Context: an optimization exercise on an open-source flow, tuned for small area. The choices shown serve that exercise and are no tape-out recipe. At most, simulation tests tie the RTL to the original design; equivalence was not proved. No functional check of the RTL was part of runs 1 to 3. No activity file was given, so power comes from the tool's default toggle rates.

==> design.v <==
module spe (
    input  wire         clk,
    input  wire         rst,             
    input  wire         cfg_variant,     
    input  wire [7:0]   cfg_devid,
    input  wire [7:0]   cfg_nch,
    input  wire         cmd_valid,
    output wire         cmd_ready,
    input  wire [31:0]  cmd_head,        
    input  wire [119:0] cmd_ops,         
    output wire         tx_valid,
    input  wire         tx_ready,
    output wire [7:0]   tx_data,
    output wire         tx_last,
    input  wire         tx_ans_valid,
    input  wire         tx_ans_err,
    output wire         rx_req,
    output wire [1:0]   rx_req_n,
    input  wire         rx_ans_valid,
    input  wire [1:0]   rx_ans_code,     
    input  wire [7:0]   rx_ans_count,
    input  wire [23:0]  rx_ans_data,     
    output wire [3:0]   status,
    output wire [15:0]  rval,
    output wire [7:0]   rb0,
    output wire [7:0]   rb1,
    output wire [15:0]  roff,
    output wire [7:0]   rwid,
    output wire         hit,
    output wire         moving,
    output wire [8:0]   errknown,
    output wire [6:0]   errunrec,
    output wire [4:0]   txlen,
    input  wire [4:0]   txbuf_addr,
    output wire [7:0]   txbuf_rdata,
    output wire [1:0]   rxlen,
    output wire [23:0]  rxbuf
);
    localparam [1:0] PH_IDLE = 2'd0;
    localparam [1:0] PH_TX   = 2'd1;
    localparam [1:0] PH_TXW  = 2'd2;
    localparam [1:0] PH_RX   = 2'd3;
    localparam [1:0] K_RAW = 2'd0;
    localparam [1:0] K_POS = 2'd1;
    localparam [1:0] K_MOV = 2'd2;
    localparam [1:0] K_ERR = 2'd3;
    function [7:0] cmd_value(input [3:0] idx);
        case (idx)
            4'd0:    cmd_value = 8'h84;
            4'd1:    cmd_value = 8'h87;
            4'd2:    cmd_value = 8'h89;
            4'd3:    cmd_value = 8'h90;
            4'd4:    cmd_value = 8'h93;
            4'd5:    cmd_value = 8'hA1;
            4'd6:    cmd_value = 8'hA2;
            4'd7:    cmd_value = 8'hAE;
            4'd8:    cmd_value = 8'hA4;
            4'd9:    cmd_value = 8'hA7;
            4'd10:   cmd_value = 8'hA8;
            default: cmd_value = 8'h00;
        endcase
    endfunction
    function [6:0] devparam(input [4:0] pid);
        case (pid)
            5'd0:    devparam = {5'd0,  2'd1};
            5'd1:    devparam = {5'd1,  2'd1};
            5'd2:    devparam = {5'd2,  2'd1};
            5'd3:    devparam = {5'd3,  2'd1};
            5'd4:    devparam = {5'd4,  2'd2};
            5'd5:    devparam = {5'd6,  2'd2};
            5'd6:    devparam = {5'd8,  2'd1};
            5'd7:    devparam = {5'd9,  2'd1};
            5'd8:    devparam = {5'd10, 2'd1};
            5'd9:    devparam = {5'd11, 2'd1};
            5'd10:   devparam = {5'd12, 2'd1};
            5'd11:   devparam = {5'd13, 2'd1};
            5'd12:   devparam = {5'd14, 2'd1};
            5'd13:   devparam = {5'd15, 2'd1};
            5'd14:   devparam = {5'd16, 2'd1};
            5'd15:   devparam = {5'd17, 2'd1};
            5'd16:   devparam = {5'd16, 2'd1};
            5'd17:   devparam = {5'd17, 2'd1};
            5'd18:   devparam = {5'd18, 2'd1};
            5'd19:   devparam = {5'd19, 2'd2};
            5'd20:   devparam = {5'd21, 2'd1};
            5'd21:   devparam = {5'd22, 2'd2};
            5'd22:   devparam = {5'd24, 2'd1};
            5'd23:   devparam = {5'd25, 2'd1};
            5'd24:   devparam = {5'd26, 2'd1};
            default: devparam = 7'd0;
        endcase
    endfunction
    function [5:0] field(input [2:0] fid);
        case (fid)
            3'd0:    field = {4'd0, 2'd2};
            3'd1:    field = {4'd2, 2'd1};
            3'd2:    field = {4'd3, 2'd1};
            3'd3:    field = {4'd4, 2'd2};
            3'd4:    field = {4'd6, 2'd1};
            3'd5:    field = {4'd7, 2'd1};
            3'd6:    field = {4'd8, 2'd1};
            default: field = 6'd0;
        endcase
    endfunction
    reg        variant;
    reg [6:0]  devid;
    reg [7:0]  nch;
    reg [1:0]  phase;
    reg [1:0]  pend_n;
    reg [1:0]  pend_k;
    reg [4:0]  tx_idx;
    reg [7:0]  sb [0:15];
    reg [2:0]  st;
    reg [14:0] rv;
    reg [6:0]  r0, r1;
    reg [11:0] ro;
    reg [1:0]  rw;
    reg        h, mv;
    reg [8:0]  ek;
    reg [5:0]  eu;
    reg [4:0]  tl;
    reg [1:0]  rl;
    reg [23:0] rxd;
    assign status   = {1'b0, st};
    assign rval     = {1'b0, rv};
    assign rb0      = {1'b0, r0};
    assign rb1      = {1'b0, r1};
    assign roff     = {4'd0, ro};
    assign rwid     = {6'd0, rw};
    assign hit      = h;
    assign moving   = mv;
    assign errknown = ek;
    assign errunrec = {1'b0, eu};
    assign txlen    = tl;
    assign rxlen    = rl;
    assign rxbuf    = rxd;
    wire [3:0]  op    = cmd_head[31:28];
    wire [3:0]  oplen = cmd_head[27:24];
    wire [7:0]  arg_b = cmd_head[23:16];
    wire [15:0] arg_a = cmd_head[15:0];
    wire idle     = (phase == PH_IDLE);
    wire accept   = cmd_valid & idle;
    wire value_ok = (arg_a[15:14] == 2'b00);
    reg  chan_ok;
    integer j;
    always @(*) begin
        chan_ok = 1'b0;
        for (j = 0; j < 8; j = j + 1)
            chan_ok = (nch[j] & ~arg_b[j]) | (nch[j] & chan_ok) | (~arg_b[j] & chan_ok);
    end
    wire is_set   = op[3] & ~op[2] & (op[1] | op[0]);       
    wire frame_op = op[3] | (op == 4'h4);
    wire f_ok     = is_set ? value_ok : ((op == 4'hC) ? chan_ok : 1'b1);
    wire wr_frame = accept & frame_op & f_ok;
    wire start_tx = wr_frame & op[3];
    reg [7:0] f_opc;
    reg [3:0] f_k;
    reg [1:0] f_n;
    reg [1:0] f_kind;
    always @(*) begin
        f_opc  = arg_b;
        f_k    = oplen;
        f_n    = arg_a[1:0];
        f_kind = K_RAW;
        case (op)
            4'h9: begin f_opc = 8'h84; f_k = 4'd3; f_n = 2'd0; end
            4'hA: begin f_opc = 8'h87; f_k = 4'd3; f_n = 2'd0; end
            4'hB: begin f_opc = 8'h89; f_k = 4'd3; f_n = 2'd0; end
            4'hC: begin f_opc = 8'h90; f_k = 4'd1; f_n = 2'd2; f_kind = K_POS; end
            4'hD: begin f_opc = 8'h93; f_k = 4'd0; f_n = 2'd1; f_kind = K_MOV; end
            4'hE: begin f_opc = 8'hA1; f_k = 4'd0; f_n = 2'd2; f_kind = K_ERR; end
            4'hF: begin f_opc = 8'hA2; f_k = 4'd0; f_n = 2'd0; end
            default: ;
        endcase
    end
    wire [4:0] f_len = {1'b0, f_k} + {3'd0, variant, 1'b1};
    wire       in_tx = (phase == PH_TX);
    wire [4:0] ridx  = in_tx ? tx_idx : txbuf_addr;
    wire [2:0] rhi   = ridx[3:1] - {2'd0, variant};
    wire [3:0] pidx  = {rhi, ridx[0]};
    wire       hdr   = variant & (ridx[4:1] == 4'd0);
    wire [7:0] rdat  = hdr ? (ridx[0] ? {1'b0, devid} : 8'hAA) : sb[pidx];
    assign txbuf_rdata = rdat;
    assign tx_data     = rdat;
    wire [4:0] tx_inc = tx_idx + 5'd1;
    assign tx_last   = (tx_inc == tl);
    assign cmd_ready = idle;
    assign tx_valid  = in_tx;
    assign rx_req    = (phase == PH_RX);
    assign rx_req_n  = pend_n;
    wire       dev_known = ~|arg_b[7:5] & ~(arg_b[4] & arg_b[3] & |arg_b[2:0]);
    wire       fld_known = ~|arg_a[7:3] & ~&arg_a[2:0];
    wire       code_big  = |arg_b[7:4] | (arg_b[3] & (arg_b[2] | (arg_b[1] & arg_b[0])));
    wire [5:0] fld       = field(arg_a[2:0]);
    wire [4:0] pid       = arg_b[4:0];
    wire [1:0] dp_adj    = (pid == 5'd5 || pid == 5'd20 || pid == 5'd21) ? 2'd1 :
                           ((pid >= 5'd6 && pid <= 5'd15) || pid >= 5'd22) ? 2'd2 : 2'd0;
    wire       dp_w2     = (pid == 5'd4 || pid == 5'd5 || pid == 5'd19 || pid == 5'd21);
    wire        is_servo = op[0];            
    wire [5:0]  s_c = is_servo ? 6'd30 + {2'd0, fld[5:2]} : {4'd0, dp_adj};
    reg  [8:0]  s1;
    reg  [11:0] servo_off;
    reg         cy;
    reg  [11:0] xa, xb;
    integer k;
    always @(*) begin
        xa = {4'd0, arg_b};
        xb = {6'd0, s_c};
        cy = 1'b0;
        for (k = 0; k < 8; k = k + 1) begin
            s1[k] = xa[k] ^ xb[k] ^ cy;
            cy    = (xa[k] & xb[k]) | (xa[k] & cy) | (xb[k] & cy);
        end
        s1[8] = cy;
        xa = {1'b0, arg_b & {8{is_servo}}, 3'd0};
        xb = {3'd0, s1};
        cy = 1'b0;
        for (k = 0; k < 12; k = k + 1) begin
            servo_off[k] = xa[k] ^ xb[k] ^ cy;
            cy           = (xa[k] & xb[k]) | (xa[k] & cy) | (xb[k] & cy);
        end
    end
    wire        w2 = is_servo ? fld[1] : dp_w2;
    reg        name_hit;
    reg [3:0]  name_idx;
    integer i;
    always @(*) begin
        name_hit = 1'b0;
        name_idx = 4'd0;
        for (i = 0; i < 11; i = i + 1)
            if (cmd_value(i[3:0]) == arg_b) begin
                name_hit = 1'b1;
                name_idx = i[3:0];
            end
    end
    reg [2:0] st_acc;
    always @(*) begin
        st_acc = 3'd0;
        case (op)
            4'h0, 4'h9, 4'hA, 4'hB: if (!value_ok) st_acc = 3'd3;
            4'h2: if (!dev_known) st_acc = 3'd1;
            4'h3: if (!chan_ok) st_acc = 3'd2; else if (!fld_known) st_acc = 3'd1;
            4'h5: if (code_big) st_acc = 3'd1;
            4'hC: if (!chan_ok) st_acc = 3'd2;
            default: ;
        endcase
    end
    wire [7:0] rx_b0 = rx_ans_data[7:0];
    wire [7:0] rx_b1 = rx_ans_data[15:8];
    wire [7:0] rx_b2 = rx_ans_data[23:16];
    wire       rx_ok = (rx_ans_code == 2'd0) & (rx_ans_count == {6'd0, pend_n});
    wire        is_code = (op == 4'h5);
    wire [7:0]  x0 = idle ? (is_code ? cmd_value(arg_b[3:0]) : arg_b) : rx_b0;
    wire [7:0]  x1 = idle ? (is_code ? 8'd0 : arg_a[7:0]) : ((pend_k == K_MOV) ? 8'd0 : rx_b1);
    wire [14:0] xw = {7'd0, x0} | {x1, 7'd0};
    always @(posedge clk) begin
        if (wr_frame) begin
            sb[0] <= {f_opc[7] & ~variant, f_opc[6:0]};
            sb[1] <= (is_set | (op == 4'hC)) ? arg_b : cmd_ops[7:0];
            sb[2] <= is_set ? {1'b0, arg_a[6:0]}  : cmd_ops[15:8];
            sb[3] <= is_set ? {1'b0, arg_a[13:7]} : cmd_ops[23:16];
            for (i = 4; i < 16; i = i + 1)
                sb[i] <= cmd_ops[8*(i-1) +: 8];
        end
        if (start_tx) begin
            pend_n <= f_n;
            pend_k <= f_kind;
        end
        if (idle)
            tx_idx <= 5'd0;
        else if (in_tx & tx_ready)
            tx_idx <= tx_inc;
        if (rst) begin
            variant <= cfg_variant;
            devid   <= cfg_devid[6:0];
            nch     <= cfg_nch;
            phase   <= PH_IDLE;
            st      <= 3'd0;
            rv      <= 15'd0;
            r0      <= 7'd0;
            r1      <= 7'd0;
            ro      <= 12'd0;
            rw      <= 2'd0;
            h       <= 1'b0;
            mv      <= 1'b0;
            ek      <= 9'd0;
            eu      <= 6'd0;
            tl      <= 5'd0;
            rl      <= 2'd0;
            rxd     <= 24'd0;
        end else begin
            case (phase)
                PH_IDLE: if (cmd_valid) begin
                    st <= st_acc;
                    if (wr_frame)
                        tl <= f_len;
                    if (start_tx)
                        phase <= PH_TX;
                    case (op)
                        4'h0: if (value_ok) begin
                            r0 <= arg_a[6:0];
                            r1 <= arg_a[13:7];
                        end
                        4'h1: rv <= xw;
                        4'h2, 4'h3: if (is_servo ? (chan_ok & fld_known) : dev_known) begin
                            ro <= servo_off;
                            rw <= {w2, ~w2};
                        end
                        4'h5: if (!code_big)
                            rv <= xw;
                        4'h6: begin
                            h <= name_hit;
                            if (name_hit)
                                r0 <= {3'd0, name_idx};
                        end
                        4'h7: begin
                            rv <= xw;
                            ek <= xw[8:0];
                            eu <= xw[14:9];
                        end
                        default: ;
                    endcase
                end
                PH_TX: if (tx_ready & tx_last)
                    phase <= PH_TXW;
                PH_TXW: if (tx_ans_valid) begin
                    if (tx_ans_err) begin
                        st    <= 3'd4;
                        phase <= PH_IDLE;
                    end else if (pend_n == 2'd0) begin
                        rl    <= pend_n;
                        st    <= 3'd0;
                        phase <= PH_IDLE;
                    end else
                        phase <= PH_RX;
                end
                PH_RX: if (rx_ans_valid) begin
                    phase <= PH_IDLE;
                    if (rx_ans_code == 2'd1)
                        st <= 3'd5;
                    else if (rx_ans_code != 2'd0)
                        st <= 3'd4;
                    else if (!rx_ok)
                        st <= 3'd6;
                    else begin
                        st <= 3'd0;
                        rl <= pend_n;
                        rxd[7:0] <= rx_b0;
                        if (pend_n[1]) rxd[15:8] <= rx_b1;
                        if (pend_n == 2'd3) rxd[23:16] <= rx_b2;
                        if (pend_k != K_RAW)
                            rv <= xw;
                        if (pend_k == K_MOV)
                            mv <= (rx_b0 != 8'd0);
                        if (pend_k == K_ERR) begin
                            ek <= xw[8:0];
                            eu <= xw[14:9];
                        end
                    end
                end
            endcase
        end
    end
endmodule
==> flow/run.sh <==
#!/bin/bash
# The standard layout (bash standard.sh) with two changes:
#  - port buffers use the smallest buffer cell instead of the default choice
#  - the clock tree uses clkbuf_8 buffers, clusters of at most 16 sinks, and no dummy loads
# ORFS writes each step's full log under orfs/logs; make's output goes to standard.log.
export BUFFER_PORTS_ARGS="-buffer_cell sky130_fd_sc_hd__buf_1"
export CTS_ARGS="-sink_clustering_enable -repair_clock_nets -dont_use_dummy_load -buf_list sky130_fd_sc_hd__clkbuf_8 -sink_clustering_size 16 -sink_clustering_max_diameter 60"
bash standard.sh > standard.log 2>&1
==> standard.sh <==
#!/bin/bash
# synth_recipe.tcl (not shown) runs the flow's synth.tcl, then flattens the netlist and writes it again
# the make line also repeats each setting of config.mk as NAME=value (left out here)
make -C /OpenROAD-flow-scripts/flow DESIGN_CONFIG=/design/flow/config.mk WORK_HOME=/design/flow/orfs CLKGATE_MAP_FILE= SYNTH_SCRIPT=/design/flow/synth_recipe.tcl "${@:-finish}"
==> config.mk <==
export PLATFORM = sky130hd
export DESIGN_NAME = spe
export DESIGN_NICKNAME = spe
export VERILOG_FILES = /design/flow/design.v
export SDC_FILE = /design/flow/constraint.sdc
export NUM_CORES = 4
export LEC_CHECK = 0
export CAP_MARGIN = 20
export CORE_MARGIN = 2
export CORE_UTILIZATION = 65
export SLEW_MARGIN = 20
==> constraint.sdc <==
create_clock -name core_clock -period 10.0 [get_ports {clk}]
set_input_delay 2.0000 -clock core_clock [delete_from_list [all_inputs] [get_ports {clk}]]
set_output_delay 2.0000 -clock core_clock [all_outputs]
set_load 0.01 [all_outputs]
==> metrics.yaml, run 1 <==
maxSlewViolCount: 0
ys_seq_area_share_pct: 52.44
rows: 50
htree_levels: 1
synth_cells: 1164
drt-vias-per-instance: 6.053
wl_per_cell_um: 20.28
firstDrtPassIters: 5
end_kind: "register"
status: "finished clean"
hold_viol: 0
cts_setup_buffers: 0
fin_crit_ps: 7611
hold_class: "reg -> reg"
root_buffer: "clkbuf_8"
post-route-util_pct: 74.45
worst_hold_path.endpoint: "rxd[21]"
hp-start: "rxd[21]"
final_nets: 1699
yosysTopAreaCellShare_pct: 36.04
grt_max_degree: 93
clk_pin_slew_worst_paths_ps: 100
synth_edf_count: 148
clock_latency_ps: 540
tightestPinTransition_ps: 1034
dpl.hpwl_um: 24960
grt_first_pass_wirelength_um: 51800
critPathMaxFanout: 10
cts_hold_repair.buffers: 0
dieArea_um2: 20090
num-fill-cells: 1403
startpoint_type: "primary input"
multi_input_area_um2: 5375
start_util_pct: 66.14
grt_overflow: 0
reg2reg_depth: 7
coreArea_um2: 18640
hold-worst-slack_ps: 455.3
r2r-end: "sb[3][1]"
max_freq_mhz: 131.4
postSynthAreaPerCell_um2: 10.59
path_class: "in -> reg"
routed_wl_um: 34190
antenna_found_initial: 4
hold_path_depth: 2
synth.area.top_cells: "edfxtp_1 36%, dfxtp_1 16%, mux2i_1 5.9%"
netlist_area_um2: 12330
antenna_left: 0
tns_ps: 0
setup_violations: 0
cts_tree: "done"
grt_pass1_vias: 9844
r2r-start: "nch[4]"
ys_warn_count: 2
port_buffers: 329
synth_ff_type: "edfxtp_1"
num_vias: 10210
area_delta_synth_final_pct: 12.56
grt_setup_unrepaired: "no"
yosys.cell_types.count: 85
drt-initial-drc-count: 829
dp_slack_ps: 1830
pin_count: 346
cts_made_buffers: 21
p_leak_nw: 4.906
cp.required_ps: 10410
clock_sinks: 249
drv_cap: 0
drive_gt1_share_pct: 6.211
worst_slack_ps: 2389
final_cell_area_um2: 13880
rrSetupSlack_ps: 7130
synth_area_leader_cell: "edfxtp_1"
peakVddDrop_mv: 0.1397
gp_congestion: 0.8750
period_share_pct: 76.11
track_usage_pct: 33.09
powerDensity_nw_per_um2: 169.9
crit_arrival_ps: 8020
fin_skew_ps: 29.47
ctsResizeCount: 0
drc: 0
die_h_um: 141.7
relSlewSlack_pct: 29.57
dpl_cell_area_um2: 13580
die_x_um: 141.7
async_flop_share_pct: 0
synth_seq_cells: 249
clockBufferDepth: 3
seqCellArea_um2: 6466
## logic make-up after synthesis
| group | after synthesis | synth area share [%] |
|---|---|---|
| xor+xnor | 20 | 1.573 |
| compound gates | 242 | 12.89 |
| mux | 104 | 9.325 |
| simple gates | 396 | 15.05 |
| other cells | 1 | 0.03041 |
| fa+ha+maj | 33 | 4.018 |
| buf+inv | 119 | 4.678 |
| flops | 249 | 52.44 |
## synth_stat cells (11+ instances only)
cell,n
nand2_1,115
edfxtp_1,148
o22ai_1,11
a31oi_1,11
ha_1,22
mux2i_1,73
nand2b_1,12
fa_1,11
o21ai_0,42
nand3_1,25
inv_1,23
nor3_1,30
nor2_1,130
clkbuf_1,50
o21ai_1,13
a21oi_1,69
dfxtp_1,101
nor2b_1,24
mux2_2,21
buf_4,27
## how the worst max path moves through the flow
stage                 start     end  slack [ps]  depth (start not counted)
6_report       cmd_head[17]  ro[10]        2390                         21
5_1_grt        cmd_head[17]  ro[10]        2040                         21
4_1_cts        cmd_head[17]  ro[10]        2390                         21
3_5_place_dp   cmd_head[17]  ro[10]        1830                         21
3_3_place_gp   cmd_head[17]  ro[10]        1930                         21
2_1_floorplan  cmd_head[17]  ro[10]        2720                         20
## final cells by class
| cell class | count | area share [%] |
|---|---|---|
| antenna | 3 | 0.05409 |
| sequential | 249 | 46.59 |
| inverter | 25 | 0.6761 |
| multi-input combinational | 810 | 38.73 |
| tap | 234 | 2.109 |
| clock buffer | 21 | 2.082 |
| timing repair buffer | 344 | 9.763 |
## layout by cell type, fill, tap and decap left out, drive strengths merged, types with 6 or more instances in the layout
master / count
buf: 343
edfxtp: 148
nor2: 134
nand2: 115
dfxtp: 101
mux2i: 75
a21oi: 71
o21ai: 56
nor3: 32
nand3: 26
nor2b: 24
inv: 24
mux2: 24
ha: 22
clkbuf: 22
conb: 15
a211oi: 13
nand2b: 12
o22ai: 11
a31oi: 11
fa: 11
a22o: 10
xnor2: 10
xor2: 10
a22oi: 9
nor4: 9
and3: 8
o211ai: 8
and2: 7
nand3b: 6
nor3b: 6
nand4: 6
## critical path, cell delays in order
cell      delay, ps
buf_1           320
clkinv_1        410
ha_1            410
a21oi_1         180
nor2_1           70
nor4_1          240
a21oi_1          90
fa_1            410
fa_1            400
fa_1            370
inv_1            80
fa_1            430
fa_1            410
fa_1            390
fa_1            390
fa_1            400
fa_1            380
ha_1            190
ha_1            260
mux2i_1         140
nor2_1           50
## metal layers
| layer | global-route usage, % | vias to the layer above | wire (um) |
|---|---|---|---|
| met1 | 40.52 | 4865 | 12670 |
| met3 | 6.851 | 85 | 3062 |
| met5 | 0 | - | 17 |
| met4 | 12.21 | 2 | 1225 |
| li1 | - | 4749 | - |
| met2 | 58.05 | 504 | 17210 |
## registers in the layout, summed over array words and instances, names as in the netlist, 2 cells and up
name / cells
sb: 128
rl: 2
ro: 12
eu: 6
tl: 5
pend_k: 2
r0: 7
rxd: 24
r1: 7
pend_n: 2
nch: 8
tx_idx: 5
st: 3
rv: 15
devid: 7
phase: 2
ek: 9
rw: 2
## power by group
group	internal, W	leakage, nW	switching, W	total [W]
registers	0.00117	2.20	0.0000288	0.00119
logic	0.000234	2.56	0.000428	0.000662
clock network	0.000188	0.151	0.000314	0.000502
total	0.00159	4.91	0.000770	0.00236
## metrics by stage
stage	std cells	power (W)
4_1_cts	1683	0.002359
5_1_grt	1684	0.002459
6_report	1686	0.002358
2_1_floorplan	1178	0.001683
3_3_place_gp	1662	0.001858
3_5_place_dp	1662	0.001870
==> run 2: changes to the inputs <==
--- a/config.mk
+++ b/config.mk
@@ -7,2 +7,3 @@
 export LEC_CHECK = 0
+export ABC_AREA = 1
 export CAP_MARGIN = 20
==> run 2 against run 1 <==
Against the previous run: via count up 4.0%; clock power is 3% lower; still clean; core utilization is 0.52 points lower; sequential share of layout area up 0.64 points; fmax up 0.25%; critical endpoint unchanged; die area shrank 1.2%.
==> metrics.yaml, run 2 <==
status: "finished clean"
rows: 50
synth_area_leader_cell: "edfxtp_1"
top_register: "sb"
die_h_um: 140.9
largest_reg_flops: 128
layout_common_cells: "328 x buf_1, 305 x nand2_1, 158 x nor2_1"
wl_per_cell_um: 18.18
r2r-start: "phase[1]"
synth_cells: 1352
period_share_pct: 75.92
netlist_area_um2: 12180
end_kind: "register"
drive_gt1_share_pct: 7.052
p_leak_nw: 5.506
powerDensity_nw_per_um2: 153.0
synthTopCellsByCount: "305 x nand2_1, 158 x nor2_1, 148 x edfxtp_1"
synth_seq_cells: 249
hold_class: "reg -> reg"
cts_setup_buffers: 0
dpl.hpwl_um: 25920
multi_input_area_um2: 4825
start_util_pct: 65.75
ys_warn_count: 2
dpl_cell_area_um2: 13410
cts_tree: "done"
die_x_um: 140.9
grt_overflow: 0
fin_crit_ps: 7592
grt_setup_unrepaired: "no"
dp_slack_ps: 1857
tns_ps: 0
grt_pass1_vias: 10000
drt-initial-drc-count: 772
area_delta_synth_final_pct: 12.44
hold_viol: 0
coreArea_um2: 18520
num_vias: 10620
max_freq_mhz: 131.7
intPower_w: 0.001459
num-fill-cells: 1487
htree_levels: 1
hold_path_depth: 2
crit_arrival_ps: 8010
synth.area.top_cells: "edfxtp_1 37%, dfxtp_1 17%, nand2_1 9.4%"
firstDrtPassIters: 5
worst_slack_ps: 2408
cts_made_buffers: 20
crit_top_cell: "fa_1"
drv_cap: 0
hp-start: "r0[6]"
synth_ff_type: "edfxtp_1"
cp_cell_sequence: "buf_1, inv_2, nor2_1, inv_1, o21ai_0, a21oi_1, a21oi_1, ha_1, inv_1, fa_1, fa_1, fa_1, inv_1, fa_1, fa_1, fa_1, fa_1, fa_1, fa_1, ha_1, ha_1, nor2_1, nor2_1"
startpoint_type: "primary input"
root_buffer: "clkbuf_8"
postSynthAreaPerCell_um2: 9.005
antenna_found_initial: 2
routed_wl_um: 34430
port_buffers: 329
grt_first_pass_wirelength_um: 52080
clock_sinks: 249
drt-vias-per-instance: 5.605
relSlewSlack_pct: 36.71
clk_pin_slew_worst_paths_ps: 100
maxSlewViolCount: 0
async_flop_share_pct: 0
critPathMaxFanout: 12
pin_count: 346
top_regs: "sb x128, rxd x24, rv x15"
track_usage_pct: 33.70
clock_latency_ps: 540
setup_violations: 0
dieArea_um2: 19840
p_clk_share_pct: 23.3
hold-worst-slack_ps: 470.5
path_class: "in -> reg"
tightestPinTransition_ps: 949.3
final_nets: 1909
cts_hold_repair.buffers: 0
yosysTopAreaCellShare_pct: 36.50
drc: 0
r2r-end: "sb[8][1]"
yosys.cell_types.count: 59
antenna_left: 0
mostFrequentLayoutCell: "buf_1"
power_switching_w: 0.0006351
p_comb_share_pct: 21.1
fin_skew_ps: 25.32
rrSetupSlack_ps: 6800
synth_edf_count: 148
clockBufferDepth: 3
ctsResizeCount: 0
pwr-share-seq_pct: 55.6
yosysMostFrequentCell: "nand2_1"
worst_hold_path.endpoint: "r0[6]"
critical_path.max_stage_delay_ps: 430
ys_seq_area_share_pct: 53.11
final_cell_area_um2: 13690
seqCellArea_um2: 6466
p_sw_share_pct: 30.32
peakVddDrop_mv: 0.09602
gp_congestion: 0.9138
cp_slowest_cell: "buf_1"
reg2reg_depth: 9
grt_max_degree: 78
cp.required_ps: 10410
## run 2: cell count changes in the layout (fill, tap and decap cells not counted), sizes merged, moves of 9 or more
cell | before | now
a22o | 10 | 1
a22oi | 9 | 0
buf | 343 | 333
inv | 24 | 144
mux2 | 24 | 0
mux2i | 75 | 1
nand2 | 115 | 329
nand2b | 12 | 0
nand4 | 6 | 19
nor2 | 134 | 180
nor2b | 24 | 0
nor3 | 32 | 10
o21ai | 56 | 139
## run 2: through the flow
step / instances / power, W / util [%]
after floorplan: 1366 / 0.001488 / -
after CTS: 1893 / 0.002094 / 73.91
final: 1894 / 0.002094 / 73.93
after global routing: 1894 / 0.002175 / 73.93
after detailed placement: 1873 / 0.001623 / 72.43
after global placement: 1873 / 0.001615 / 72.43
## run 2: routing by layer
layer,track usage [%],vias to the layer above,share of wire (%)
met5,0,-,0.029
met3,7.609,87,9.7
li1,-,5079,-
met4,12.26,2,3.7
met2,58.69,502,50
met1,41.36,4945,37
## run 2: kinds of logic (layout without fill, tap and decap cells)
kind of cell	Yosys count	after routing	share of synthesized area [%]
AND/OR/NAND/NOR	583	583	21.49
AO/OA/AOI/OAI	268	268	12.42
flip-flops	249	249	53.11
buffers and inverters	206	499	7.697
adder cells (fa/ha/maj)	33	33	4.069
XOR/XNOR	11	11	1.100
other	1	16	0.03080
multiplexers	1	1	0.08221
## run 2: area by class of cell
class | count | share of cell area, %
Tap cell | 234 | 2.139
Clock buffer | 20 | 2.011
Multi-Input combinational cell | 911 | 35.24
Sequential cell | 249 | 47.23
Antenna cell | 1 | 0.01828
Timing Repair Buffer | 334 | 9.304
Inverter | 145 | 4.058
## run 2: worst max path at each step
stage,cells after the start,endpoint,slack (ps),startpoint
after detailed placement,23,ro[10],1860,cmd_head[18]
after CTS,23,ro[10],2430,cmd_head[18]
final,23,ro[10],2410,cmd_head[18]
after global placement,23,ro[10],2000,cmd_head[18]
after floorplan,22,ro[10],2810,cmd_head[17]
after global routing,23,ro[10],2070,cmd_head[18]
## run 2: power groups by stage
stage / logic [W] / clock network (W) / registers (W)
global route: 0.000481 / 0.000524 / 0.00117
finish: 0.000441 / 0.000488 / 0.00117
detailed placement: 0.000435 / 0 / 0.00119
floorplan: 0.000295 / 0 / 0.00119
global placement: 0.000428 / 0 / 0.00119
CTS: 0.000437 / 0.000492 / 0.00117
## run 2: critical path, delay by kind of cell
family                     cells  cell delay (ps)
and+or+nand+nor                3              420
AOI/OAI and AO/OA              3              500
buffers and inverters          5              890
adders and majority gates     12             4190
==> run 3: changes to the inputs <==
--- a/config.mk
+++ b/config.mk
@@ -8,5 +8,5 @@
 export ABC_AREA = 1
-export CAP_MARGIN = 20
+export CAP_MARGIN = 5
 export CORE_MARGIN = 2
-export CORE_UTILIZATION = 65
-export SLEW_MARGIN = 20
+export CORE_UTILIZATION = 72
+export SLEW_MARGIN = 5
==> run 3 against run 2 <==
Against the previous run: highest routed layer unchanged; critical path depth unchanged; global-route usage increased by 5.3 points; clock-buffer cell count decreased by 1; critical endpoint unchanged; largest power group unchanged; clock power is 1% lower; largest cell class unchanged; non-clock buffer count fell by 2; critical path type unchanged; sequential share of layout area is 0.16 points higher; register-to-register slack hardly changed; via count rose by 4.2%; still clean on timing, DRC and antenna; flip-flop and latch count stayed put.
==> metrics.yaml, run 3 <==
top_regs: "sb x128, rxd x24, rv x15"
yosysMostFrequentCell: "nand2_1"
path_delay_family: "adder cells"
r2r-start: "phase[1]"
fin_crit_ps: 7669
hp-start: "r0[5]"
synth_area_leader_cell: "edfxtp_1"
drive_gt1_share_pct: 6.884
status: "finished clean"
r2r-end: "sb[12][7]"
cts_tree: "done"
critPathBufInv: 5
synth_ff_type: "edfxtp_1"
end_kind: "register"
antenna_left: 0
tns_ps: 0
synth.area.top_cells: "edfxtp_1 37%, dfxtp_1 17%, nand2_1 9.4%"
synth_xor_area_share_pct: 1.100
maxSlewViolCount: 0
yosys.area_share.simple_pct: 21.49
drt-vias-per-instance: 5.893
die_h_um: 134.0
async_flop_share_pct: 0
drc: 0
critical_path.max_stage_delay_ps: 440
period_share_pct: 76.69
multi_input_area_um2: 4825
hold_viol: 0
crit_top_cell: "fa_1"
largest_reg_flops: 128
grt_first_pass_wirelength_um: 54260
ys_seq_area_share_pct: 53.11
cts_hold_repair.buffers: 0
coreArea_um2: 16580
yosysTopAreaCellShare_pct: 36.50
dpl.hpwl_um: 27100
startpoint_type: "primary input"
htree_levels: 1
powerDensity_nw_per_um2: 153.3
pin_count: 346
hold_path_depth: 2
yosys.cell_types.count: 59
final_nets: 1906
mostFrequentLayoutCell: "buf_1"
start_util_pct: 73.42
ctsResizeCount: 0
rrSetupSlack_ps: 6800
num_vias: 11060
synthTopCellsByCount: "305 x nand2_1, 158 x nor2_1, 148 x edfxtp_1"
routed_wl_um: 35740
drv_cap: 0
synthAdderAreaFrac_pct: 4.069
setup_violations: 0
netlist_area_um2: 12180
cp_cell_sequence: "buf_1, inv_2, nor2_1, inv_1, o21ai_0, a21oi_1, a21oi_1, ha_1, inv_1, fa_1, fa_1, fa_1, inv_1, fa_1, fa_1, fa_1, fa_1, fa_1, fa_1, ha_1, ha_1, nor2_1, nor2_1"
grt_overflow: 0
crit_arrival_ps: 8100
tightestPinTransition_ps: 1140
grt_setup_unrepaired: "no"
relSlewSlack_pct: 24.01
p_leak_nw: 5.489
hold-worst-slack_ps: 473.5
gp_congestion: 0.9242
synth_compound_area_share_pct: 12.42
num-fill-cells: 1098
root_buffer: "clkbuf_8"
fin_skew_ps: 20.03
worst_hold_path.endpoint: "r0[5]"
synth_top_family_by_area: "simple AND/OR/NAND/NOR gates"
dieArea_um2: 17970
peakVddDrop_mv: 0.1267
postSynthAreaPerCell_um2: 9.005
clock_latency_ps: 530
seqCellArea_um2: 6466
grt_pass1_vias: 10660
muxShareOfSynthArea_pct: 0.08221
hold_class: "reg -> reg"
synth_edf_count: 148
firstDrtPassIters: 5
worst_slack_ps: 2331
clock_sinks: 249
die_x_um: 134.0
port_buffers: 329
ys_warn_count: 2
max_freq_mhz: 130.4
reg2reg_depth: 9
clk_pin_slew_worst_paths_ps: 100
clockBufferDepth: 3
rows: 47
dp_slack_ps: 1880
area_delta_synth_final_pct: 12.05
antenna_found_initial: 2
synth_seq_cells: 249
drt-initial-drc-count: 954
grt_max_degree: 77
layout_common_cells: "328 x buf_1, 305 x nand2_1, 158 x nor2_1"
path_class: "in -> reg"
wl_per_cell_um: 19.04
cts_setup_buffers: 0
critPathMaxFanout: 12
cp.required_ps: 10430
synth_cells: 1352
top_register: "sb"
cp_slowest_cell: "buf_1"
track_usage_pct: 39.01
cts_made_buffers: 19
## run 3: cell count changes in the layout (fill, tap and decap cells not counted)
| cell | before | now |
|---|---|---|
| clkinv_2 | 1 | 0 |
| buf_4 | 5 | 3 |
| clkbuf_8 | 20 | 19 |
| inv_2 | 22 | 23 |
## run 3: layer usage
metal | global-route usage [%] | up-vias | part of all wire (%)
li1 | - | 5077 | -
met1 | 45.17 | 5112 | 34
met2 | 68.55 | 724 | 50
met3 | 8.503 | 146 | 11
met4 | 19.77 | 2 | 5.6
met5 | 0 | - | 0.031
## run 3: logic make-up (layout without fill, tap and decap cells)
kind of cell / Yosys count / count (layout)
other: 1 / 16
multiplexers: 1 / 1
flip-flops: 249 / 249
AO/OA/AOI/OAI: 268 / 268
buffers and inverters: 206 / 496
XOR/XNOR: 11 / 11
adder cells (fa/ha/maj): 33 / 33
AND/OR/NAND/NOR: 583 / 583
## run 3: worst max-delay path by stage
stage | start | to | slack (ps) | depth (start not counted)
floorplan | cmd_head[17] | ro[10] | 2810 | 22
global placement | cmd_head[18] | ro[10] | 2000 | 23
detailed placement | cmd_head[18] | ro[10] | 1880 | 23
CTS | cmd_head[18] | ro[10] | 2430 | 23
global route | cmd_head[18] | ro[10] | 2080 | 23
finish | cmd_head[18] | ro[10] | 2330 | 23
## run 3: power breakdown
group | internal (W) | switching, W
combinational | 0.000133 | 0.000310
sequential | 0.00115 | 0.0000210
clock | 0.000172 | 0.000309
total | 0.00145 | 0.000640
## run 3: worst reg2reg max path, delay by kind of cell (launching register included)
family                     cells  cell delay, ps
DFF                            1             360
AOI/OAI and AO/OA              2             350
and+or+nand+nor                2             260
buffers and inverters          4            1640
adders and majority gates      1             190
## run 3: area by class of cell
class / count / area share, %
Sequential cell: 249 / 47.40
Multi-Input combinational cell: 911 / 35.36
Timing Repair Buffer: 332 / 9.226
Inverter: 145 / 4.063
Tap cell: 220 / 2.018
Clock buffer: 19 / 1.917
Antenna cell: 1 / 0.01834
## run 3: per-stage QoR
| stage | total power [W] | util, % | area (um^2) | std cells |
|---|---|---|---|---|
| 4_1_cts | 0.002082 | 82.25 | 13640 | 1876 |
| 5_1_grt | 0.002160 | 82.27 | 13640 | 1877 |
| 3_5_place_dp | 0.001620 | 80.68 | 13380 | 1857 |
| 6_report | 0.002091 | 82.27 | 13640 | 1877 |
| 3_3_place_gp | 0.001605 | 80.68 | 13380 | 1857 |
| 2_1_floorplan | 0.001488 | - | 12230 | 1366 |
==> run 4: changes to the inputs <==
--- a/design.v
+++ b/design.v
@@ -191,5 +191,2 @@
     wire       dev_known = ~|arg_b[7:5] & ~(arg_b[4] & arg_b[3] & |arg_b[2:0]);
-    wire       fld_known = ~|arg_a[7:3] & ~&arg_a[2:0];
-    wire       code_big  = |arg_b[7:4] | (arg_b[3] & (arg_b[2] | (arg_b[1] & arg_b[0])));
-    wire [5:0] fld       = field(arg_a[2:0]);
     wire [4:0] pid       = arg_b[4:0];
@@ -198,4 +195,7 @@
     wire       dp_w2     = (pid == 5'd4 || pid == 5'd5 || pid == 5'd19 || pid == 5'd21);
-    wire        is_servo = op[0];            
-    wire [5:0]  s_c = is_servo ? 6'd30 + {2'd0, fld[5:2]} : {4'd0, dp_adj};
+    wire [6:0] dp        = {pid + {3'd0, dp_adj}, dp_w2, ~dp_w2};
+    wire       fld_known = ~|arg_a[7:3] & ~&arg_a[2:0];
+    wire       code_big  = |arg_b[7:4] | (arg_b[3] & (arg_b[2] | (arg_b[1] & arg_b[0])));
+    wire [5:0] fld       = field(arg_a[2:0]);
+    wire [5:0]  s_c = 6'd30 + {2'd0, fld[5:2]};
     reg  [8:0]  s1;
@@ -214,3 +214,3 @@
         s1[8] = cy;
-        xa = {1'b0, arg_b & {8{is_servo}}, 3'd0};
+        xa = {1'b0, arg_b, 3'd0};
         xb = {3'd0, s1};
@@ -222,3 +222,2 @@
     end
-    wire        w2 = is_servo ? fld[1] : dp_w2;
     reg        name_hit;
@@ -304,5 +303,9 @@
                         4'h1: rv <= xw;
-                        4'h2, 4'h3: if (is_servo ? (chan_ok & fld_known) : dev_known) begin
+                        4'h2: if (dev_known) begin
+                            ro <= {7'd0, dp[6:2]};
+                            rw <= dp[1:0];
+                        end
+                        4'h3: if (chan_ok & fld_known) begin
                             ro <= servo_off;
-                            rw <= {w2, ~w2};
+                            rw <= fld[1:0];
                         end
==> flow/run.sh (replaced) <==
#!/bin/bash
# The standard layout (bash standard.sh) with two changes:
#  - port buffers use the smallest buffer cell instead of the default choice
#  - the clock tree uses clkbuf_8 buffers, clusters of at most 12 sinks, and no dummy loads
# ORFS writes each step's full log under orfs/logs; make's output goes to standard.log.
export BUFFER_PORTS_ARGS="-buffer_cell sky130_fd_sc_hd__buf_1"
export CTS_ARGS="-sink_clustering_enable -repair_clock_nets -dont_use_dummy_load -buf_list sky130_fd_sc_hd__clkbuf_8 -sink_clustering_size 12 -sink_clustering_max_diameter 50"
bash standard.sh > standard.log 2>&1
--- a/config.mk
+++ b/config.mk
@@ -7,6 +7,5 @@
 export LEC_CHECK = 0
-export ABC_AREA = 1
-export CAP_MARGIN = 5
+export CAP_MARGIN = 20
 export CORE_MARGIN = 2
-export CORE_UTILIZATION = 72
-export SLEW_MARGIN = 5
+export CORE_UTILIZATION = 65
+export SLEW_MARGIN = 20
==> run 4 against run 3 <==
Against the previous run: non-clock buffer count is 13 higher; final cell count is 8.5% lower; combinational power is 51% higher; sequential share of layout area is 1.2 points lower; synthesized cell count is 12% lower; synthesized area is 1.0% higher; critical path type is now in -> out; largest power group unchanged.
==> metrics.yaml, run 4 <==
worst_hold_path.endpoint: "rl[0]"
period_share_pct: 70.28
r2r-start: "nch[5]"
drt-initial-drc-count: 828
final_cell_area_um2: 13990
end_kind: "output pin"
grt_overflow: 0
r2r-end: "sb[2][0]"
clockBufferDepth: 3
relSlewSlack_pct: 28.47
yosys.cell_types.count: 74
fin_skew_ps: 58.47
cts_made_buffers: 29
synth.area.top_cells: "edfxtp_1 36%, dfxtp_1 16%, mux2i_1 6.5%"
coreArea_um2: 18640
synth_ff_type: "edfxtp_1"
dpl_cell_area_um2: 13580
hp-start: "rl[0]"
rrSetupSlack_ps: 6770
path_class: "in -> out"
yosysMostFrequentCell: "edfxtp_1"
grt_first_pass_wirelength_um: 53260
dieArea_um2: 20040
grt_setup_unrepaired: "no"
num_vias: 10360
die_h_um: 141.6
drv_cap: 0
cts_hold_repair.buffers: 0
antenna_left: 0
cp.required_ps: 8000
postSynthAreaPerCell_um2: 10.36
clock_latency_ps: 580
crit_arrival_ps: 5030
mostFrequentLayoutCell: "buf_1"
ys_warn_count: 2
hold_viol: 0
htree_levels: 1
synth_seq_cells: 249
critPathMaxFanout: 43
status: "finished clean"
hold_class: "reg -> reg"
p_leak_nw: 5.022
root_buffer: "clkbuf_8"
dpl.hpwl_um: 25340
final_nets: 1734
die_x_um: 141.6
drc: 0
port_buffers: 329
reg2reg_depth: 7
clk_pin_slew_worst_paths_ps: 50
synthTopCellsByCount: "148 x edfxtp_1, 130 x nor2_1, 115 x nand2_1"
wl_per_cell_um: 20.36
top_regs: "sb x128, rxd x24, rv x15"
startpoint_type: "primary input"
tns_ps: 0
synth_edf_count: 148
drive_gt1_share_pct: 5.267
ys_seq_area_share_pct: 52.56
top_register: "sb"
fin_crit_ps: 7028
max_freq_mhz: 142.3
antenna_found_initial: 3
cts_tree: "done"
rows: 50
gp_congestion: 0.9410
setup_violations: 0
tightestPinTransition_ps: 1073
hold-worst-slack_ps: 454.4
routed_wl_um: 34980
cts_setup_buffers: 0
start_util_pct: 65.99
grt_pass1_vias: 10050
synth_cells: 1187
layout_common_cells: "328 x buf_1, 148 x edfxtp_1, 130 x nor2_1"
netlist_area_um2: 12300
track_usage_pct: 34.17
yosysTopAreaCellShare_pct: 36.12
clock_sinks: 249
async_flop_share_pct: 0
grt_max_degree: 86
powerDensity_nw_per_um2: 175.1
largest_reg_flops: 128
peakVddDrop_mv: 0.1227
maxSlewViolCount: 0
pin_count: 346
synth_area_leader_cell: "edfxtp_1"
ctsResizeCount: 0
area_delta_synth_final_pct: 13.72
drt-vias-per-instance: 6.027
hold_path_depth: 2
firstDrtPassIters: 5
-- run 4: critical path, cell delays in order --
cell      delay (ps)
buf_1             90
mux2i_1           90
ha_2             200
ha_1             270
buf_4            410
inv_1            380
or3_1            600
nand2_1          180
a211oi_1          80
a221oi_1         510
buf_1            210
-- run 4: layer usage --
layer	track usage (%)	share of wire (%)
met1	42.39	37
met2	58.46	49
met3	7.864	9.9
met4	13.26	4.2
met5	0	0.034
-- run 4: logic make-up after synthesis --
logic type      share of synthesized area (%)
compound gates                          13.20
xor+xnor                                1.698
fa+ha+maj                               4.393
buf+inv                                 4.983
flops                                   52.56
mux                                     8.431
other cells                           0.03048
simple gates                            14.71
-- run 4: how the worst max path moves through the flow --
stage / start / to / slack, ps
floorplan: cmd_head[29] / pend_k[0] / 2230
global placement: cmd_head[17] / ro[10] / 2840
detailed placement: cmd_head[17] / ro[10] / 2650
CTS: txbuf_addr[1] / tx_data[5] / 3020
global route: txbuf_addr[1] / tx_data[5] / 2790
finish: txbuf_addr[1] / tx_data[5] / 2970
-- run 4: final cells by class --
cell class	instances	area [um^2]
flip-flops and latches	249	6466
multi-input cells	820	5324
fillers	1364	4652
repair buffers	345	1359
clock buffers	29	399.1
well taps	234	292.8
inverters	38	142.6
diodes	3	7.507
-- run 4: through the flow --
| stage | util [%] | std cells | setup WS, ps | total power, W |
|---|---|---|---|---|
| 6_report | 75.05 | 1718 | 2972 | 0.002450 |
| 5_1_grt | 75.01 | 1715 | 2793 | 0.002555 |
| 4_1_cts | 75.01 | 1715 | 3024 | 0.002451 |
| 3_5_place_dp | 72.87 | 1686 | 2647 | 0.001874 |
| 3_3_place_gp | 72.87 | 1686 | 2844 | 0.001858 |
| 2_1_floorplan | - | 1201 | 2226 | 0.001691 |
-- run 4: report_power, final --
group,total [W],switching [W],internal (W)
registers,0.00120,0.0000292,0.00117
clock network,0.000589,0.000333,0.000256
logic,0.000667,0.000434,0.000232
==> run 5: changes to the inputs <==
--- a/design.v
+++ b/design.v
@@ -42,6 +42,2 @@
     localparam [1:0] PH_RX   = 2'd3;
-    localparam [1:0] K_RAW = 2'd0;
-    localparam [1:0] K_POS = 2'd1;
-    localparam [1:0] K_MOV = 2'd2;
-    localparam [1:0] K_ERR = 2'd3;
     function [7:0] cmd_value(input [3:0] idx);
@@ -108,4 +104,7 @@
     reg [1:0]  phase;
-    reg [1:0]  pend_n;
-    reg [1:0]  pend_k;
+    reg [2:0]  pend;
+    wire       pk_pos = (pend == 3'b100);
+    wire       pk_mov = (pend == 3'b101);
+    wire       pk_err = (pend == 3'b110);
+    wire [1:0] pend_n = {pend[1] | pk_pos, pend[0]};
     reg [4:0]  tx_idx;
@@ -157,4 +156,3 @@
     reg [3:0] f_k;
-    reg [1:0] f_n;
-    reg [1:0] f_kind;
+    reg [2:0] f_pend;
     always @(*) begin
@@ -162,12 +160,11 @@
         f_k    = oplen;
-        f_n    = arg_a[1:0];
-        f_kind = K_RAW;
+        f_pend = {1'b0, arg_a[1:0]};
         case (op)
-            4'h9: begin f_opc = 8'h84; f_k = 4'd3; f_n = 2'd0; end
-            4'hA: begin f_opc = 8'h87; f_k = 4'd3; f_n = 2'd0; end
-            4'hB: begin f_opc = 8'h89; f_k = 4'd3; f_n = 2'd0; end
-            4'hC: begin f_opc = 8'h90; f_k = 4'd1; f_n = 2'd2; f_kind = K_POS; end
-            4'hD: begin f_opc = 8'h93; f_k = 4'd0; f_n = 2'd1; f_kind = K_MOV; end
-            4'hE: begin f_opc = 8'hA1; f_k = 4'd0; f_n = 2'd2; f_kind = K_ERR; end
-            4'hF: begin f_opc = 8'hA2; f_k = 4'd0; f_n = 2'd0; end
+            4'h9: begin f_opc = 8'h84; f_k = 4'd3; f_pend = 3'b000; end
+            4'hA: begin f_opc = 8'h87; f_k = 4'd3; f_pend = 3'b000; end
+            4'hB: begin f_opc = 8'h89; f_k = 4'd3; f_pend = 3'b000; end
+            4'hC: begin f_opc = 8'h90; f_k = 4'd1; f_pend = 3'b100; end
+            4'hD: begin f_opc = 8'h93; f_k = 4'd0; f_pend = 3'b101; end
+            4'hE: begin f_opc = 8'hA1; f_k = 4'd0; f_pend = 3'b110; end
+            4'hF: begin f_opc = 8'hA2; f_k = 4'd0; f_pend = 3'b000; end
             default: ;
@@ -191,2 +188,5 @@
     wire       dev_known = ~|arg_b[7:5] & ~(arg_b[4] & arg_b[3] & |arg_b[2:0]);
+    wire       fld_known = ~|arg_a[7:3] & ~&arg_a[2:0];
+    wire       code_big  = |arg_b[7:4] | (arg_b[3] & (arg_b[2] | (arg_b[1] & arg_b[0])));
+    wire [5:0] fld       = field(arg_a[2:0]);
     wire [4:0] pid       = arg_b[4:0];
@@ -195,7 +195,4 @@
     wire       dp_w2     = (pid == 5'd4 || pid == 5'd5 || pid == 5'd19 || pid == 5'd21);
-    wire [6:0] dp        = {pid + {3'd0, dp_adj}, dp_w2, ~dp_w2};
-    wire       fld_known = ~|arg_a[7:3] & ~&arg_a[2:0];
-    wire       code_big  = |arg_b[7:4] | (arg_b[3] & (arg_b[2] | (arg_b[1] & arg_b[0])));
-    wire [5:0] fld       = field(arg_a[2:0]);
-    wire [5:0]  s_c = 6'd30 + {2'd0, fld[5:2]};
+    wire        is_servo = op[0];            
+    wire [5:0]  s_c = is_servo ? 6'd30 + {2'd0, fld[5:2]} : {4'd0, dp_adj};
     reg  [8:0]  s1;
@@ -214,3 +211,3 @@
         s1[8] = cy;
-        xa = {1'b0, arg_b, 3'd0};
+        xa = {1'b0, arg_b & {8{is_servo}}, 3'd0};
         xb = {3'd0, s1};
@@ -222,2 +219,3 @@
     end
+    wire        w2 = is_servo ? fld[1] : dp_w2;
     reg        name_hit;
@@ -252,3 +250,3 @@
     wire [7:0]  x0 = idle ? (is_code ? cmd_value(arg_b[3:0]) : arg_b) : rx_b0;
-    wire [7:0]  x1 = idle ? (is_code ? 8'd0 : arg_a[7:0]) : ((pend_k == K_MOV) ? 8'd0 : rx_b1);
+    wire [7:0]  x1 = idle ? (is_code ? 8'd0 : arg_a[7:0]) : (pk_mov ? 8'd0 : rx_b1);
     wire [14:0] xw = {7'd0, x0} | {x1, 7'd0};
@@ -264,4 +262,3 @@
         if (start_tx) begin
-            pend_n <= f_n;
-            pend_k <= f_kind;
+            pend <= f_pend;
         end
@@ -303,9 +300,5 @@
                         4'h1: rv <= xw;
-                        4'h2: if (dev_known) begin
-                            ro <= {7'd0, dp[6:2]};
-                            rw <= dp[1:0];
-                        end
-                        4'h3: if (chan_ok & fld_known) begin
+                        4'h2, 4'h3: if (is_servo ? (chan_ok & fld_known) : dev_known) begin
                             ro <= servo_off;
-                            rw <= fld[1:0];
+                            rw <= {w2, ~w2};
                         end
@@ -332,3 +325,3 @@
                         phase <= PH_IDLE;
-                    end else if (pend_n == 2'd0) begin
+                    end else if (pend == 3'd0) begin
                         rl    <= pend_n;
@@ -353,7 +346,7 @@
                         if (pend_n == 2'd3) rxd[23:16] <= rx_b2;
-                        if (pend_k != K_RAW)
+                        if (pend[2])
                             rv <= xw;
-                        if (pend_k == K_MOV)
+                        if (pk_mov)
                             mv <= (rx_b0 != 8'd0);
-                        if (pend_k == K_ERR) begin
+                        if (pk_err) begin
                             ek <= xw[8:0];
==> flow/run.sh (replaced) <==
#!/bin/bash
# The standard layout (bash standard.sh) with two changes:
#  - port buffers use the smallest buffer cell instead of the default choice
#  - the clock tree uses clkbuf_8 buffers, clusters of at most 16 sinks, and no dummy loads
# ORFS writes each step's full log under orfs/logs; make's output goes to standard.log.
export BUFFER_PORTS_ARGS="-buffer_cell sky130_fd_sc_hd__buf_1"
export CTS_ARGS="-sink_clustering_enable -repair_clock_nets -dont_use_dummy_load -buf_list sky130_fd_sc_hd__clkbuf_8 -sink_clustering_size 16 -sink_clustering_max_diameter 60"
bash standard.sh > standard.log 2>&1
--- a/config.mk
+++ b/config.mk
@@ -7,5 +7,6 @@
 export LEC_CHECK = 0
-export CAP_MARGIN = 20
+export ABC_AREA = 1
+export CAP_MARGIN = 5
 export CORE_MARGIN = 2
-export CORE_UTILIZATION = 65
-export SLEW_MARGIN = 20
+export CORE_UTILIZATION = 72
+export SLEW_MARGIN = 5
==> run 5 against run 4 <==
Against the previous run: clock skew grew 17 ps; via count grew 8.3%; critical path depth grew 14; flip-flop and latch count shrank 1; first-iteration DRC count grew 63%; clock power shrank 19%; global-route usage grew 6.2 points; design area shrank 4.0%; synthesized cell count grew 15%; setup slack lost 690 ps; largest power group unchanged.
==> metrics.yaml, run 5 <==
path_class: "in -> reg"
clk_pin_slew_worst_paths_ps: 100
pin_count: 346
startpoint_type: "primary input"
crit_top_cell: "fa_1"
num-fill-cells: 1050
r2r-start: "phase[1]"
synthTopCellsByCount: "288 x nand2_1, 201 x nor2_1, 163 x o21ai_0"
dpl.hpwl_um: 27150
critical_path.max_stage_delay_ps: 440
r2r-end: "sb[4][0]"
status: "finished clean"
hp-start: "rxd[13]"
clockBufferDepth: 3
worst-path-stages: 25
num_vias: 11210
yosys.cell_types.count: 54
synth_ff_type: "edfxtp_1"
drc: 0
max_freq_mhz: 129.6
ys_warn_count: 2
largest_reg_flops: 128
drv_cap: 0
antenna_found_initial: 4
post-route-util_pct: 82.19
area_delta_synth_final_pct: 12.78
gp_congestion: 0.9475
end_kind: "register"
top_regs: "sb x128, rxd x24, rv x15"
htree_levels: 1
tightestPinTransition_ps: 1200
coreArea_um2: 16350
synth_edf_count: 147
grt_max_degree: 89
top_register: "sb"
layout_common_cells: "329 x buf_1, 288 x nand2_1, 201 x nor2_1"
crit_arrival_ps: 8120
cp-startpoint: "cmd_head[17]"
netlist_area_um2: 11910
die_h_um: 132.6
setup_violations: 0
async_flop_share_pct: 0
rows: 47
critPathBufInv: 7
cp.required_ps: 10410
cts_setup_buffers: 0
drt-vias-per-instance: 5.925
yosysMostFrequentCell: "nand2_1"
synth.area.top_cells: "edfxtp_1 37%, dfxtp_1 17%, nand2_1 9.1%"
clock_latency_ps: 560
critPathMaxFanout: 9
grt_first_pass_wirelength_um: 55230
grt_pass1_vias: 10700
grt_overflow: 0
cts_made_buffers: 19
drt-initial-drc-count: 1350
hold_class: "reg -> reg"
final_nets: 1920
hold_viol: 0
seqCellArea_um2: 6436
root_buffer: "clkbuf_8"
die_x_um: 132.6
clock_sinks: 248
cts_hold_repair.buffers: 0
routed_wl_um: 36240
antenna_left: 0
ys_seq_area_share_pct: 54.02
period_share_pct: 77.18
reg2reg_depth: 9
multi_input_area_um2: 4639
grt_setup_unrepaired: "no"
yosysTopAreaCellShare_pct: 37.05
port_buffers: 329
mostFrequentLayoutCell: "buf_1"
synth_area_leader_cell: "edfxtp_1"
start_util_pct: 72.88
drive_gt1_share_pct: 3.533
dieArea_um2: 17590
peakVddDrop_mv: 0.1318
cp_slowest_cell: "fa_1"
wl_per_cell_um: 19.15
path_delay_family: "adder cells"
powerDensity_nw_per_um2: 154.6
synth_cells: 1363
postSynthAreaPerCell_um2: 8.741
maxSlewViolCount: 0
cts_tree: "done"
p_leak_nw: 5.305
tns_ps: 0
worst_hold_path.endpoint: "rxd[13]"
fin_crit_ps: 7718
ctsResizeCount: 0
track_usage_pct: 40.38
relSlewSlack_pct: 20.01
hold_path_depth: 2
synth_seq_cells: 248
fin_skew_ps: 75.52
rrSetupSlack_ps: 6100
firstDrtPassIters: 6
run 5: cell count changes after synthesis, moves of 15 or more:
cell      change
clkbuf_1     -35
nor2_1       +71
nand2b_1     -16
mux2_2       -20
a21oi_1      -15
o21ai_0     +102
nand2_1     +173
nand3_1      -16
inv_1       +102
nand4_1      +15
mux2i_1      -79
run 5: worst max-delay path by stage:
stage	endpoint
final	ro[10]
after global routing	ro[10]
after CTS	ro[10]
after detailed placement	ro[10]
after global placement	ro[10]
after floorplan	ro[10]
run 5: cell families (layout without fill, tap and decap cells):
logic type,after synthesis,after routing,share of synthesized area [%]
mux,1,1,0.08402
xor+xnor,10,10,0.9558
buf+inv,207,500,7.477
flops,248,248,54.02
other cells,1,17,0.03148
compound gates,264,264,12.05
fa+ha+maj,33,33,4.159
simple gates,599,599,21.22
run 5: worst reg2reg max path, stage by stage, from the launching register on:
cell and delay (ps):
dfxtp_1 350, inv_1 120, ha_1 600, nand2_1 290, inv_1 180, o211ai_1 100
a21oi_1 170, nand2_1 220, inv_4 590, buf_4 840
run 5: area by class of cell:
type / instances / share of cell area (%)
flip-flops and latches: 248 / 47.90
repair buffers: 332 / 9.358
diodes: 2 / 0.03725
well taps: 220 / 2.049
multi-input cells: 922 / 34.53
clock buffers: 19 / 1.946
inverters: 149 / 4.181
run 5: per-stage QoR:
stage	setup WS, ps	cells	area [um^2]	hold WS (ps)	total power, W
2_1_floorplan	2629	1377	11970	461.1	0.001465
5_1_grt	1995	1892	13440	469.7	0.002147
6_report	2282	1892	13440	451.3	0.002077
4_1_cts	2301	1890	13430	456.2	0.002058
3_3_place_gp	1916	1871	13170	433.2	0.001587
3_5_place_dp	1770	1871	13170	441.3	0.001606
run 5: metal layers:
| layer | GRT usage (%) | part of all wire (%) |
|---|---|---|
| met5 | 0 | 0.058 |
| met2 | 69.03 | 49 |
| met4 | 22.10 | 6.0 |
| met3 | 9.923 | 12 |
| met1 | 46.93 | 33 |
run 5: report_power, final:
part | total [W] | internal [W] | switching [W]
Sequential | 0.00116 | 0.00114 | 0.0000216
Clock | 0.000479 | 0.000171 | 0.000308
Combinational | 0.000434 | 0.000128 | 0.000306
Total | 0.00208 | 0.00144 | 0.000635
==> run 6: changes to the inputs <==
==> flow/run.sh (replaced) <==
#!/bin/bash
# Layout flow: the standard layout (standard.sh) with these changes:
#  - port buffers use the smallest buffer cell (buf_1);
#  - the clock tree uses clkbuf_8 buffers, clusters of at most 16 sinks, and
#    no dummy loads.
# Each tool's full log stays under orfs/logs (and orfs_std/logs); make's output
# goes to std_synth.log, synth.log and standard.log.
set -euo pipefail
W=$PWD
export BUFFER_PORTS_ARGS="-buffer_cell sky130_fd_sc_hd__buf_1"
export CTS_ARGS="-sink_clustering_enable -repair_clock_nets -dont_use_dummy_load -buf_list sky130_fd_sc_hd__clkbuf_8 -sink_clustering_size 16 -sink_clustering_max_diameter 60"

# standard synthesis, for the register comparison only
make -C "$FLOW_HOME" DESIGN_CONFIG="$W/config.mk" WORK_HOME="$W/orfs_std" CLKGATE_MAP_FILE= \
  SYNTH_SCRIPT="$W/synth_recipe.tcl" synth > std_synth.log 2>&1

# our synthesis into the layout's work folder; standard.sh then continues from it
make -C "$FLOW_HOME" DESIGN_CONFIG="$W/config.mk" WORK_HOME="$W/orfs" CLKGATE_MAP_FILE= \
  SYNTH_SCRIPT="$W/flow/synth.tcl" synth > synth.log 2>&1

regs() { grep -oE 'sky130_fd_sc_hd__[a-z]*df[a-z]*_[0-9]+ +\\?[^ ]+' "$1" | sed -E 's/_[0-9]+ +/ /' | sort; }
R=results/$FLOW_PLATFORM/spe/base/1_2_yosys.v
if ! diff <(regs "orfs_std/$R") <(regs "orfs/$R") > regs_diff.log; then
  echo "register mismatch with the standard synthesis, see regs_diff.log" >&2
  exit 1
fi

bash standard.sh > standard.log 2>&1
==> flow/abc_area.script (new file) <==
strash
ifraig
dc2
dch -f
amap
strash
dch -f
amap
topo
stime -c
==> flow/synth.tcl (new file) <==
# The standard flow's synthesis script (synth_recipe.tcl) with one change: ABC maps the
# combinational logic with the area-oriented script abc_area.script beside this
# file instead of ORFS's script. Flip-flop mapping (dfflibmap, before ABC) and
# register names are untouched.
set abc_area_script [file join [file dirname [file normalize [info script]]] abc_area.script]
proc synth {args} { yosys synth -nofsm -noshare {*}$args }
proc abc {args} {
  global abc_area_script
  set i [lsearch $args -script]
  if { $i >= 0 } { lset args [expr {$i + 1}] $abc_area_script }
  yosys abc {*}$args
}
source $::env(SCRIPTS_DIR)/synth.tcl
# left out here: clear keep_hierarchy, flatten, clean up, hide names made inside functions, write 1_2_yosys.v
==> run 6 against run 5 <==
Against the previous run: synthesized cell count fell by 28%; non-clock buffer count grew 19; via count is 8.8% lower; design area decreased by 5.3%; first-iteration DRC count grew 9.6%; core utilization increased by 4.7 points; clock power barely moved; total power is 31% higher; critical path depth stayed put; synthesized area decreased by 8.5%; critical path type unchanged; largest cell class unchanged; largest power group unchanged.
==> metrics.yaml, run 6 <==
dieArea_um2: 16140
gp_congestion: 0.9937
synth_seq_cells: 248
drt-vias-per-instance: 6.668
synthTopCellsByCount: "180 x nor2_1, 147 x edfxtp_1, 101 x dfxtp_1"
synth_area_leader_cell: "edfxtp_1"
netlist_area_um2: 10900
status: "finished clean"
wl_per_cell_um: 22.14
clockBufferDepth: 3
grt_first_pass_wirelength_um: 51420
dpl.hpwl_um: 25290
track_usage_pct: 41.27
powerDensity_nw_per_um2: 213.6
cts_tree: "done"
htree_levels: 1
clock_sinks: 248
antenna_left: 0
area_delta_synth_final_pct: 16.73
place_inst: 1513
grt_overflow: 0
synth_ff_type: "edfxtp_1"
drt-initial-drc-count: 1480
final_nets: 1599
cts_setup_buffers: 0
period_share_pct: 79.28
rrSetupSlack_ps: 5430
rows: 44
worst_hold_path.endpoint: "rw[1]"
num-fill-cells: 802
top_register: "sb"
cts_made_buffers: 20
async_flop_share_pct: 0
drv_cap: 0
hold_class: "reg -> reg"
ys_warn_count: 2
die_h_um: 127.0
postSynthAreaPerCell_um2: 11.03
startpoint_type: "primary input"
tns_ps: 0
pin_count: 346
final_cell_count_no_fill: 1534
hold-worst-slack_ps: 469.3
mostFrequentLayoutCell: "buf_1"
maxSlewViolCount: 0
root_buffer: "clkbuf_8"
num_vias: 10230
end_kind: "register"
setup_violations: 0
clk_pin_slew_worst_paths_ps: 90
critPathMaxFanout: 8
firstDrtPassIters: 6
post-route-util_pct: 86.88
grt_max_degree: 98
fin_skew_ps: 25.60
reg2reg_depth: 13
yosysTopAreaCellShare_pct: 40.50
die_x_um: 127.0
yosysMostFrequentCell: "nor2_1"
start_util_pct: 74.43
port_buffers: 329
grt_pass1_vias: 9897
grt_setup_unrepaired: "no"
r2r-end: "rxd[21]"
r2r-start: "pend[2]"
yosys.cell_types.count: 44
synth_edf_count: 147
hp-start: "rw[1]"
top_regs: "sb x128, rxd x24, rv x15"
synth_cells: 988
max_freq_mhz: 126.1
cp.required_ps: 10390
coreArea_um2: 14640
p_leak_nw: 4.236
ctsResizeCount: 0
hold_path_depth: 2
crit_arrival_ps: 8320
drive_gt1_share_pct: 3.558
clock_latency_ps: 530
drc: 0
final_cell_area_um2: 12720
fin_crit_ps: 7928
antenna_found_initial: 1
synth.area.top_cells: "edfxtp_1 41%, dfxtp_1 19%, nor2_1 6.2%"
layout_common_cells: "328 x buf_1, 179 x nor2_1, 147 x edfxtp_1"
peakVddDrop_mv: 0.1661
ys_seq_area_share_pct: 59.05
hold_viol: 0
largest_reg_flops: 128
dpl_cell_area_um2: 12440
tightestPinTransition_ps: 1182
path_class: "in -> reg"
relSlewSlack_pct: 21.23
cts_hold_repair.buffers: 0
routed_wl_um: 33960
-- run 6: metrics by stage --
stage | worst slack, ps | power [W]
2_1_floorplan | 357.6 | 0.001905
3_3_place_gp | 1833 | 0.002176
3_5_place_dp | 1675 | 0.002218
4_1_cts | 2221 | 0.002686
5_1_grt | 1925 | 0.002827
6_report | 2072 | 0.002717
-- run 6: kinds of logic (layout without fill, tap and decap cells) --
| logic type | count (synthesis) | in the layout | synth area share, % |
|---|---|---|---|
| AOI/OAI and AO/OA | 282 | 282 | 19.31 |
| buffers and inverters | 119 | 466 | 4.925 |
| adders and majority gates | 33 | 33 | 4.546 |
| other | 1 | 16 | 0.03441 |
| DFF | 248 | 248 | 59.05 |
| xor gates and xnor gates | 1 | 1 | 0.08037 |
| and+or+nand+nor | 304 | 304 | 12.05 |
-- run 6: per-layer routing --
metal / part of all wire, % / vias up / wire length, um / track usage [%]
li1: - / 4467 / - / -
met1: 33 / 4682 / 11190 / 48.96
met2: 48 / 873 / 16270 / 70.11
met3: 13 / 205 / 4309 / 9.590
met4: 6.4 / 2 / 2172 / 22.62
met5: 0.032 / - / 11 / 0
-- run 6: worst max-delay path by stage --
stage,startpoint,endpoint,cells past startpoint
6_report,cmd_head[16],ro[10],25
2_1_floorplan,cmd_head[18],phase[1],16
3_5_place_dp,cmd_head[16],ro[10],25
5_1_grt,cmd_head[16],ro[10],25
3_3_place_gp,cmd_head[17],ro[10],25
4_1_cts,cmd_head[16],ro[10],25
-- run 6: area by class of cell --
type	count	area [um^2]	share of cell area (%)
flip-flops and latches	248	6436	50.59
clock buffers	20	275.3	2.164
repair buffers	351	1404	11.03
diodes	1	2.502	0.01967
inverters	95	356.6	2.803
multi-input cells	635	4018	31.58
well taps	184	230.2	1.810
-- run 6: power breakdown --
part / internal (W) / total [W] / leakage [nW] / switching, W
combinational: 0.000320 / 0.000979 / 1.90 / 0.000660
clock: 0.000180 / 0.000482 / 0.144 / 0.000301
sequential: 0.00120 / 0.00126 / 2.19 / 0.0000523
-- run 6: critical path, cell delays in order --
cell      delay [ps]
buf_1            180
clkinv_1         280
ha_1             200
clkinv_1         110
nor2_1           260
clkinv_1         120
o21ai_0          260
clkinv_1         110
a31oi_1          160
ha_1             180
clkinv_1          80
fa_1             410
fa_1             400
fa_1             380
clkinv_1          70
fa_1             430
fa_1             420
fa_1             390
fa_1             400
fa_1             400
fa_1             380
ha_1             190
ha_1             260
a22oi_1          170
nor2_1            60

## separate check: timing with driven ports
How much do the figures lean on ideal ports? The routed layouts below were timed once more, with nothing changed but the port constraints. Step 1: set_driving_cell puts a clkbuf_16 on clk and a buf_2 on each other input, an assumption about the parent block. Step 2 moves the port delays by t, midway between the first and last clock arrival at a register: inputs arrive t later, outputs are due t later. That takes back most of the time a late clock gives input paths. Three values: ideal, step 1, step 2; two values: the first two.
| run | t (ns) | slack for setup (ns) | cell pins on the clock port's net |
|---|---|---|---|
| run 1 | 0.569 | 2.389 / 2.393 / 1.824 | 1 |
| run 2 | 0.558 | 2.408 / 2.423 / 1.865 | 1 |
| run 3 | 0.567 | 2.331 / 2.347 / 1.781 | 1 |
| run 4 | 0.593 | 2.972 / 2.938 / 2.572 | 1 |
| run 5 | 0.570 | 2.282 / 2.309 / 1.739 | 1 |
| run 6 | 0.555 | 2.072 / 2.076 / 1.521 | 1 |
After both steps every run listed still meets setup and hold. For run 1, which loses most, drivers alone change the setup slack by +0.004 ns; drivers and shift together by -0.565 ns.
